Context: an optimization exercise on an open-source flow, tuned for small area. The choices shown serve that exercise and are no tape-out recipe.
In this exercise RTL edits were held to simulation tests only and were not proved equivalent to the original.
Power is estimated from default activity; no workload was simulated.

==> flow/design.v (excerpt) <==
module sdep_engine (
    input  wire        clk,
    input  wire        rst,
    input  wire        op_valid,
    output wire        op_ready,
    input  wire [2:0]  op_code,
    input  wire [15:0] op_cmd,
    input  wire [15:0] op_len,
    input  wire        txd_valid,
    output wire        txd_ready,
    input  wire [7:0]  txd_data,
    output wire        bus_valid,
    output reg  [2:0]  bus_op,
    output reg  [7:0]  bus_tx,
    input  wire        bus_ready,
    input  wire [7:0]  bus_rx,
    input  wire        bus_err,
    output wire        rxd_valid,
    output wire [7:0]  rxd_data,
    output wire        res_valid,
    output wire [2:0]  res_kind,
    output wire [1:0]  res_code,
    output wire [3:0]  res_cause,
    output wire [2:0]  res_inner,
    output wire        res_status,
    output wire [15:0] res_id,
    output wire [15:0] res_count,
    output wire        exch_open
);
Size: ~400 cells after synthesis, about 130 I/O pins, about 0.0034 mm^2 of cells after synthesis.
Settings: LEC_CHECK=0, CAP_MARGIN=20, CORE_MARGIN=2, CORE_UTILIZATION=40, SLEW_MARGIN=20; clock period 10.0 ns.
standard.sh (not shown) runs the stock make flow with config.mk's settings and CLKGATE_MAP_FILE= SYNTH_SCRIPT=/design/flow/synth_recipe.tcl, a recipe that flattens the netlist after the stock synthesis.
==> flow/flow/run.sh <==
#!/bin/bash
# Layout flow: the standard ORFS flow (standard.sh) with these changes in
# how the layout is made:
#  - synthesis is synth_recipe.tcl unchanged except for the ABC script of the
#    combinational mapping (area-oriented &deepsyn + &nf, see my_synth.tcl);
#    it is run with several ABC seeds and the smallest netlist is kept.
#    Registers are mapped before ABC, so they are the standard synthesis's;
#  - port buffers use the smallest buffer cell (buf_1);
#  - the clock tree uses clkbuf_8 and no dummy loads.
# Each tool's output goes to a log file in this work folder.
set -euo pipefail
W=$(pwd)
NSEEDS=24
PAR=${NUM_CORES:-4}
export FLOW_SYNTH_TCL="$W/synth_recipe.tcl"
export BUFFER_PORTS_ARGS="-buffer_cell sky130_fd_sc_hd__buf_1"
export CTS_ARGS="-sink_clustering_enable -repair_clock_nets -buf_list sky130_fd_sc_hd__clkbuf_8 -root_buf sky130_fd_sc_hd__clkbuf_8 -dont_use_dummy_load"

sed "s|SYNTH_SCRIPT=[^ ]*|SYNTH_SCRIPT=$W/flow/my_synth.tcl|" standard.sh > "$W/flow/standard_mine.sh"
grep -q "SYNTH_SCRIPT=$W/flow/my_synth.tcl" "$W/flow/standard_mine.sh"

# candidate syntheses, one per ABC seed, each in its own ORFS work folder
mkdir -p "$W/syn"
run_seed() {
  local sd=$1 d="$W/syn/s$1"
  printf 'strash\n&get -n\n&deepsyn -J 100 -S %s\n&put\ndch -f\n&get -n\n&nf -R 1000\n&put\ntopo\n' "$sd" > "$W/syn/s$sd.abc"
  sed "s|WORK_HOME=[^ ]*|WORK_HOME=$d|" "$W/flow/standard_mine.sh" > "$W/syn/s$sd.sh"
  MY_ABC_SCRIPT="$W/syn/s$sd.abc" bash "$W/syn/s$sd.sh" synth > "$W/syn/s$sd.log" 2>&1 || true
}
for ((sd = 0; sd < NSEEDS; sd++)); do
  run_seed $sd &
  if (( (sd + 1) % PAR == 0 )); then wait; fi
done
wait

# keep the smallest (cell area without the buffers that placement removes)
best=""; best_area=""
for ((sd = 0; sd < NSEEDS; sd++)); do
  f="$W/syn/s$sd/reports/sky130hd/sdep_engine/base/synth_stat.txt"
  [[ -f "$W/syn/s$sd/results/sky130hd/sdep_engine/base/1_synth.odb" && -f "$f" ]] || continue
  a=$(awk '/sky130_fd_sc_hd__/ { if ($3 !~ /__(buf|clkbuf)_/) s += $2 } END { printf "%.3f", s }' "$f")
  echo "seed $sd: $a" >> "$W/syn/areas.log"
  if [[ -z "$best" ]] || awk -v a="$a" -v b="$best_area" 'BEGIN { exit !(a < b) }'; then
    best=$sd; best_area=$a
  fi
done
[[ -n "$best" ]]
echo "best seed $best: $best_area" >> "$W/syn/areas.log"
mkdir -p "$W/orfs"
cp -a "$W/syn/s$best/." "$W/orfs/"

bash "$W/flow/standard_mine.sh" > "$W/flow_run.log" 2>&1
Other scripts of this flow, unchanged in this note and not shown: flow/flow/my_synth.tcl
The starting point passed the timing, DRC and antenna checks.
Then changed:
- CORE_UTILIZATION: 40 -> 60
- The changed run finished with timing, DRC and antenna clean
- count of clock-buffer cells in the layout is unchanged
- global-route usage grows by 9.4 points
- final area fell by 1.1%
- total power barely changes
- register-to-register slack gets better by 0.14 ns
- non-clock buffer count does not change
- via count rises by 1.7%
- area after synthesis stays the same
- critical path depth stays the same
- synthesized cell count stays the same
- wire length decreases by 7.5%
Then changed:
- CAP_MARGIN: 20 -> 0
- CORE_UTILIZATION: 60 -> 40
- SLEW_MARGIN: 20 -> 0
=> The changed run completed without violations. Total power stays flat. Area after synthesis does not change. Sequential power increases slightly. Clock power barely changes. Design area climbs slightly. Routed wire length went up by a little under a tenth.
Then changed:
--- a/flow/flow/run.sh
+++ b/flow/flow/run.sh
@@ -13 +13 @@
-NSEEDS=24
+NSEEDS=12
- CAP_MARGIN: 0 -> 20
- SLEW_MARGIN: 0 -> 20
The changed run finished clean.
Count of clock-buffer cells in the layout does not change.
Power decreases by a few percent.
Sequential share of layout area goes down by 0.14 points.
Cell area is higher slightly.
Critical path depth stays the same.
Wire length is higher by a few percent.
Global-route usage rose by 0.65 points.
Flip-flop and latch count stays the same.
Then changed:
--- a/flow/flow/run.sh
+++ b/flow/flow/run.sh
@@ -8 +7,0 @@
-#  - port buffers use the smallest buffer cell (buf_1);
@@ -16 +14,0 @@
-export BUFFER_PORTS_ARGS="-buffer_cell sky130_fd_sc_hd__buf_1"
What happened: Final cell count stays the same. Clock power fell by a few percent. Setup slack loses 0.45 ns. Maximum frequency fell by a little under a tenth.

-- port drivers added, routing unchanged --
In the flow no input, the clock included, has a driving cell. The finished layouts below were timed again as built, in two steps.
Step 1 (the two cells are an assumption about what drives the block):
set clk [get_ports {clk}]
set_driving_cell -lib_cell sky130_fd_sc_hd__clkbuf_16 $clk
set_driving_cell -lib_cell sky130_fd_sc_hd__buf_2 [delete_from_list [all_inputs] $clk]
Step 2, shift: input delay + t, output delay - t, t = (earliest + latest rising clock arrival at the registers) / 2. This alone moves slack from input paths to output paths.
Three values: ideal ports, drivers, drivers and shift; two values: the first two.
run	t (ns)	setup WS [ns]	clock arrival spread, ns	cell pins on the clock port's net
the first run	0.338	4.726 / 4.693 / 5.031	0.026 / 0.026	1
the second run	0.328	4.927 / 4.892 / 5.219	0.013 / 0.013	1
the third run	0.338	4.726 / 4.693 / 5.031	0.026 / 0.026	1
the fourth run	0.340	4.699 / 4.664 / 5.004	0.020 / 0.020	1
the fifth run	0.333	4.252 / 4.218 / 4.550	0.023 / 0.023	1
After both steps setup and hold are still met in every run listed.
